From an optimization exercise on the open Yosys and OpenROAD flow, aimed at small area; shortcuts taken in it are not production practice. Function was checked by simulation only, so behaviour that the tests miss may differ from the original.

==> inputs of job 124 <==
## i2rtd_engine
module i2rtd_engine (
    input  wire        clk,
    input  wire        rst,
    input  wire        ms_tick,
    input  wire        req_valid,
    output wire        req_ready,
    input  wire [7:0]  req_op,
    input  wire [16:0] req_start,
    input  wire [17:0] req_len,       
    input  wire [17:0] req_end,       
    input  wire        req_use_end,
    input  wire        req_pl_none,
    input  wire        req_halt,
    input  wire [7:0]  req_target,
    input  wire        req_on,
    input  wire        req_force,
    input  wire        pl_valid,
    input  wire [7:0]  pl_data,
    output wire        pl_ready,
    output wire        rd_valid,
    output wire [7:0]  rd_data,
    output wire        resp_valid,
    output wire [2:0]  resp_code,
    output wire        resp_bool,
    output wire        resp_mode,
    output wire        resp_k,
    output wire [1:0]  resp_space,
    output wire        resp_bound,
    output wire [18:0] resp_value,
    output wire [15:0] resp_limit,
    output wire        bus_valid,
    output reg         bus_wr,
    output reg  [1:0]  bus_dev,
    output reg  [2:0]  bus_len,
    output reg  [39:0] bus_data,
    input  wire        bus_done,
    input  wire [1:0]  bus_status,
    input  wire [7:0]  bus_rdata
);
make LEC_CHECK=0 ABC_AREA=1 CAP_MARGIN=20 CORE_MARGIN=2 CORE_UTILIZATION=40 SLEW_MARGIN=20 finish   # period 10.0 ns
run.sh (not shown) runs the stock make flow with config.mk's settings and CLKGATE_MAP_FILE= SYNTH_SCRIPT=/design/flow/synth_recipe.tcl, a recipe that flattens the netlist after the stock synthesis.
==> inputs of job 2418, as changes to job 124 <==
--- a/flow/design.v
+++ b/flow/design.v
@@ -36,25 +36,26 @@
     input  wire        bus_done,
     input  wire [1:0]  bus_status,
     input  wire [7:0]  bus_rdata
 );
     localparam [4:0]
-        S_INIT   = 5'b00000,
+        S_INIT   = 5'b00000,      
         S_IDLE   = 5'b00001,
         S_RESP   = 5'b00010,
         S_RESPD  = 5'b00011,      
-        S_DEAD   = 5'b00100,
+        S_NEXT   = 5'b00100,      
         S_SDCHK  = 5'b00101,
-        S_GOK    = 5'b00110,      
-        S_XSTART = 5'b00111,
+        S_XSTART = 5'b00110,
+        S_GOK    = 5'b00111,      
         S_PL     = 5'b01000,
-        S_XNEXT  = 5'b01001,
+        S_STEP   = 5'b01001,      
         S_CALC   = 5'b01010,      
+        S_DEAD   = 5'b01011,
         S_DSD1   = 5'b01100,      
-        S_DSD2   = 5'b01101,      
-        S_D100   = 5'b01110,      
-        S_DX     = 5'b01111,      
+        S_DSD2   = 5'b01101,
+        S_D100   = 5'b01110,
+        S_DX     = 5'b01111,
         B_ISPSET = 5'b10000,      
         B_RST2   = 5'b10001,      
         B_SDSEQ  = 5'b10010,      
         B_H80    = 5'b10011,      
         B_XCMD   = 5'b10100,      
@@ -76,38 +77,25 @@
     reg [7:0]  tgt;
     reg [16:0] A;             
     reg [18:0] E;             
     reg        cy;            
     reg        bw;            
+    reg        le;            
     reg [7:0]  pv;            
     reg [2:0]  code;
     reg        aux;           
     wire [3:0]  lo4      = req_op[3:0];
     wire        r_range  = (req_op[7:6] == 2'b00) && (req_op[5:4] != 2'd3) && (lo4 >= 4'd1) && (lo4 <= 4'd3);
     wire        r_ctl    = (req_op[7:4] == 4'h3) && (lo4 <= 4'd6);
     wire        r_write  = (lo4 == 4'd2);
     wire        r_dump   = (lo4 == 4'd3);
     wire        refuse   = !(r_range || r_ctl) || (req_use_end && !r_dump);
     wire        r_isp    = (req_op[5:4] == 2'd0);
+    wire        r_serr   = r_isp ? (|req_start[16:8]) : req_start[16];    
     wire        err      = (bus_status != 2'd0);
     wire        sd_on    = !xph || ((sp == 2'd3) && wr && flg);
     wire        bracket  = flg && (sp != 2'd0);
-    reg         le;
-    reg  [16:0] Ainc;
-    reg         ic;
-    integer     j;
-    always @(*) begin
-        le = 1'b1;
-        for (j = 0; j < 16; j = j + 1)
-            le = (E[j] & ~A[j]) | (le & ~(E[j] ^ A[j]));
-        le = le & ~A[16];
-        ic = 1'b1;
-        for (j = 0; j < 17; j = j + 1) begin
-            Ainc[j] = A[j] ^ ic;
-            ic      = ic & A[j];
-        end
-    end
     reg  [7:0]  pinc;
     reg         pc;
     integer     m;
     always @(*) begin
         pc = 1'b1;
@@ -123,28 +111,29 @@
     wire        hx       = (sp == 2'd3) ? flg : !xph;    
     wire        gexit_sd = auto_en && (sp != 2'd0);
     wire        start_err = (sp == 2'd0) ? (|A[16:8]) : A[16];
     wire        end_err   = E[18] | ((sp == 2'd0) ? (|E[17:8]) : (|E[17:16]));
     wire        calc_a   = !(pv[4] && (pv[1] || pv[0])) && A[0];    
-    wire        calc_b   = E[0] ^ bw;
+    wire        calc_b   = (E[0] & !aux) ^ bw;      
     wire        calc_s   = calc_a ^ calc_b ^ cy;
     wire        calc_end = pv[4] && pv[1];                           
+    wire        step_s   = A[0] ^ cy;
     assign req_ready  = (state == S_IDLE);
     assign pl_ready   = (state == S_PL);
     assign bus_valid  = state[4];
     assign resp_valid = (state == S_RESP) || (state == S_RESPD);
-    assign rd_valid   = (state == S_XNEXT) && !wr;
+    assign rd_valid   = (state == S_NEXT) && !wr && cy;
     assign rd_data    = pv;
     wire is4 = (code == 3'd4);
-    wire lim = is4 && !(aux && E[18]);
+    wire lim = is4 && !E[18];
     assign resp_code  = code;
     assign resp_bool  = aux && (code == 3'd0);
     assign resp_mode  = aux && (code == 3'd2);
     assign resp_k     = aux && (code == 3'd6);
     assign resp_bound = aux && is4;
     assign resp_space = is4 ? sp : 2'd0;
-    assign resp_value = !is4 ? 19'd0 : aux ? E : {2'b00, A};
+    assign resp_value = is4 ? E : 19'd0;
     assign resp_limit = {{8{lim && (sp != 2'd0)}}, {8{lim}}};
     always @(*) begin
         bus_wr   = 1'b0;
         bus_dev  = 2'd2;
         bus_len  = 3'd0;
@@ -186,11 +175,23 @@
         if (rst) begin
             state   <= S_INIT;
             halted  <= 1'b0;
             auto_en <= 1'b0;
         end else begin
-            if (in_delay && ms_tick) pv <= pinc;
+            if (state[4]) begin
+                if (bus_done) pv <= (state == B_XRD) ? bus_rdata : 8'd0;
+            end else if (state[4:3] == 2'b00) begin
+                pv <= 8'd0;
+            end else if (state == S_PL) begin
+                if (pl_valid) pv <= pl_data;
+            end else if (state == S_CALC || state == S_STEP || (in_delay && ms_tick)) begin
+                pv <= pinc;
+            end
+            if (state[4]) cy <= 1'b1;
+            else if (state == S_GOK || state == S_D100) cy <= 1'b0;
+            if (state[4:3] == 2'b00) le <= 1'b1;
+            if (!state[4] && state[2:0] == 3'b110) xph <= 1'b1;    
             case (state)
             S_INIT: state <= B_CTOR;
             B_CTOR: if (bus_done) begin
                 code  <= (bus_status == 2'd0) ? 3'd0 : (bus_status == 2'd1) ? 3'd1 : 3'd6;
                 aux   <= bus_status[1];
@@ -202,18 +203,17 @@
                 flg  <= r_range ? req_halt : (req_on || (lo4 == 4'd5));
                 xph  <= !r_range && (r_dump || lo4 == 4'd5);
                 tgt  <= req_target;
                 A    <= req_start;
                 E    <= req_use_end ? {req_end[17], req_end} : {req_len[17], req_len};
-                pv   <= 8'd0;
                 cy   <= 1'b0;
-                bw   <= 1'b1;
-                aux  <= 1'b0;
+                bw   <= !r_serr;
+                aux  <= r_range && r_serr;
                 code <= refuse ? 3'd7 : (r_range && r_write && req_pl_none) ? 3'd5 : 3'd0;
                 if (refuse)
                     state <= S_RESP;
-                else if (r_range && !req_use_end)
+                else if (r_range && (!req_use_end || r_serr))
                     state <= S_CALC;
                 else if (r_range)
                     state <= r_isp ? B_QG : (auto_en ? B_SDPRB : B_GPRB);
                 else case (req_op[2:0])
                     3'd0: state <= B_Q30;
@@ -282,94 +282,94 @@
             end
             S_SDCHK: begin
                 if (!sd_on && halted) begin
                     code <= 3'd3; state <= S_RESP;
                 end else begin
-                    pv <= 8'd0; state <= S_DSD1;
+                    state <= S_DSD1;
                 end
             end
             S_DSD1: if (tick_thr) state <= B_SDSEQ;
             B_SDSEQ: if (bus_done) begin
                 if (err) begin
                     code <= 3'd6; aux <= bus_status[1]; state <= S_RESP;
                 end else begin
-                    pv <= 8'd0; state <= S_DSD2;
+                    state <= S_DSD2;
                 end
             end
             S_DSD2: if (tick_thr) state <= xph ? S_RESP : S_GOK;
             S_CALC: begin
-                pv <= pinc;
                 if (!(pv[4] && (pv[1] || pv[0]))) A <= {A[0], A[16:1]};
                 E  <= {calc_s, E[18:1]};
                 cy <= (calc_a & calc_b) | (cy & (calc_a ^ calc_b));
                 bw <= bw & ~E[0];
                 if (calc_end) state <= (sp == 2'd0) ? B_QG : (auto_en ? B_SDPRB : B_GPRB);
             end
+            S_STEP: begin
+                A  <= {step_s, A[16:1]};
+                cy <= A[0] & cy;
+                E[16:0] <= {E[0], E[16:1]};
+                le <= (!step_s & E[0]) | (!(step_s ^ E[0]) & le);
+                if (pv[4]) state <= S_XSTART;
+            end
+            S_NEXT: state <= S_STEP;
             S_GOK: begin
                 if (sp == 2'd3)      state <= B_H80;
                 else if (code != 3'd0) state <= S_RESP;
                 else if (start_err || end_err) begin
-                    code <= 3'd4; aux <= !start_err; state <= S_RESP;
+                    code <= 3'd4; aux <= !start_err; state <= S_RESP;    
                 end
                 else if (bracket)    state <= B_H80;
-                else                 state <= S_XSTART;
+                else                 state <= S_NEXT;
             end
             B_H80: if (bus_done) begin
                 if (err) begin
                     code <= 3'd6; aux <= bus_status[1]; state <= S_RESP;
                 end else begin
                     halted <= hx;
-                    pv <= 8'd0; state <= S_D100;
+                    state <= S_D100;
                 end
             end
             S_D100: if (tick_thr) begin
                 if (sp != 2'd3 && halted) begin
-                    state <= S_XSTART;
+                    state <= S_NEXT;
                 end else if (sp != 2'd3 && code == 3'd6) begin
                     state <= S_RESP;
                 end else if (gexit_sd) begin
-                    xph <= 1'b1; state <= B_SDPRB;
+                    state <= B_SDPRB;
                 end else begin
                     state <= S_RESP;
                 end
             end
             S_XSTART: begin
                 if (le)           state <= wr ? S_PL : B_XCMD;
-                else if (bracket) begin
-                    xph <= 1'b1; state <= B_H80;
-                end
+                else if (bracket) state <= B_H80;
                 else if (gexit_sd) begin
-                    xph <= 1'b1; state <= B_SDPRB;
+                    state <= B_SDPRB;
                 end else          state <= S_RESP;
             end
             S_PL: if (pl_valid) begin
-                pv <= pl_data; state <= B_XCMD;
+                state <= B_XCMD;
             end
             B_XCMD: if (bus_done) begin
                 if (err) begin
                     code <= 3'd6; aux <= bus_status[1];
-                    xph   <= 1'b1;
                     state <= bracket ? B_H80 : S_RESP;
                 end else if (sp == 2'd2 || (sp == 2'd1 && !flg)) begin
-                    pv <= 8'd0; state <= S_DX;
+                    state <= S_DX;
                 end else begin
-                    state <= wr ? S_XNEXT : B_XRD;
+                    state <= wr ? S_NEXT : B_XRD;
                 end
             end
-            S_DX: if (tick_thr) state <= wr ? S_XNEXT : B_XRD;
+            S_DX: if (tick_thr) state <= wr ? S_NEXT : B_XRD;
             B_XRD: if (bus_done) begin
                 if (err) begin
                     code <= 3'd6; aux <= bus_status[1];
-                    xph   <= 1'b1;
                     state <= bracket ? B_H80 : S_RESP;
                 end else begin
-                    pv <= bus_rdata; state <= S_XNEXT;
+                    state <= S_NEXT;
                 end
             end
-            S_XNEXT: begin
-                A <= Ainc; state <= S_XSTART;
-            end
             S_RESP:  state <= S_IDLE;
             S_RESPD: state <= S_DEAD;
             S_DEAD:  state <= S_DEAD;
             default: state <= S_INIT;
             endcase
==> flow/flow/run.sh (new file) <==
#!/bin/bash
# The standard layout (standard.sh), except that:
#  - the port buffers use the smallest buffer cell instead of the delay buffer
#    buffer_ports picks by default;
#  - clock tree synthesis inserts no dummy loads and uses the buffers listed here.
set -euo pipefail
bash standard.sh finish \
  "BUFFER_PORTS_ARGS=-buffer_cell sky130_fd_sc_hd__buf_1" \
  "CTS_ARGS=-sink_clustering_enable -repair_clock_nets -dont_use_dummy_load -buf_list sky130_fd_sc_hd__clkbuf_4 sky130_fd_sc_hd__clkbuf_8" \
  > flow_make.log 2>&1
==> flow/standard.sh (new file) <==
#!/bin/bash
# synth_recipe.tcl (not shown) runs the flow's synth.tcl, then flattens the netlist and writes it again
# the make line also repeats each setting of config.mk as NAME=value (left out here)
make -C /OpenROAD-flow-scripts/flow DESIGN_CONFIG=/design/flow/config.mk WORK_HOME=/design/flow/orfs CLKGATE_MAP_FILE= SYNTH_SCRIPT=/design/flow/synth_recipe.tcl "${@:-finish}"
- ABC_AREA: 1 -> unset
- CTS_BUF_LIST: unset -> sky130_fd_sc_hd__clkbuf_4 sky130_fd_sc_hd__clkbuf_8
removed: flow/run.sh
==> inputs of job 5533, as changes to job 124 <==
==> flow/flow/run.sh (new file) <==
#!/bin/bash
# The standard layout (standard.sh), except that the port buffers use the
# smallest buffer cell instead of the delay buffer buffer_ports picks by default.
set -euo pipefail
bash standard.sh finish "BUFFER_PORTS_ARGS=-buffer_cell sky130_fd_sc_hd__buf_1" > flow_make.log 2>&1
==> flow/standard.sh (new file) <==
#!/bin/bash
# synth_recipe.tcl (not shown) runs the flow's synth.tcl, then flattens the netlist and writes it again
# the make line also repeats each setting of config.mk as NAME=value (left out here)
make -C /OpenROAD-flow-scripts/flow DESIGN_CONFIG=/design/flow/config.mk WORK_HOME=/design/flow/orfs CLKGATE_MAP_FILE= SYNTH_SCRIPT=/design/flow/synth_recipe.tcl "${@:-finish}"
removed: flow/run.sh
==> reports/qor.yml <==
floorplanning:
  core-area_um2: 15300
synth:
  synth.mux.area_fraction_pct: 0
global_route:
  grt_pass1_vias: 6475
critical_path:
  cp-start-kind: "register"
  path_cells: "nand2_1, nor2_2, inv_2, nor2_1, inv_2, o311ai_0, buf_1"
status:
  outcome: "finished clean"
timing:
  hold_viol: 0
That was job 5533.
==> reports/qor.yml <==
synth:
  synthCells: 714
  synth.mux.area_fraction_pct: 7.96
place:
  dp_hpwl_um: 15700
status:
  error_line: "[ERROR STA-0564] clock_tree_synthesis positional arguments not supported."
  outcome: "stopped before the end"
  stop_stage: "4_1_cts"
That was job 2418.
==> reports/qor.yml <==
status:
  outcome: "finished clean"
critical_path:
  path_cells: "nand2_1, nor2_2, inv_2, nor2_1, inv_2, o311ai_0, clkdlybuf4s50_1"
  cp-start-kind: "register"
global_route:
  grt_pass1_vias: 6619
timing:
  hold_viol: 0
floorplanning:
  core-area_um2: 15300
That was job 124.

## what the ideal ports hide
The flow's constraints put no driver on any port. The routed layouts listed below were extracted and timed again, unchanged, in two steps. Step 1 sets driving cells, clkbuf_16 on the clock port and buf_2 on the other inputs (assumed; they add their load-dependent delay and slew). Step 2 times the ports against the registers' clock, not the clock port: input delays grow and output delays shrink by t, the midpoint of the rising clock arrivals with the driver on. Slacks: no drivers / after step 1 / after step 2; pairs: no drivers / after step 1.
| run | t (ns) | setup slack, ns | worst data-port slew with drivers (ns) |
|---|---|---|---|
| job 124 | 0.392 | 4.510 / 4.464 / 4.855 | 0.06 |
| job 5533 | 0.390 | 5.006 / 4.964 / 5.353 | 0.07 |
After both steps every run listed still meets setup and hold.
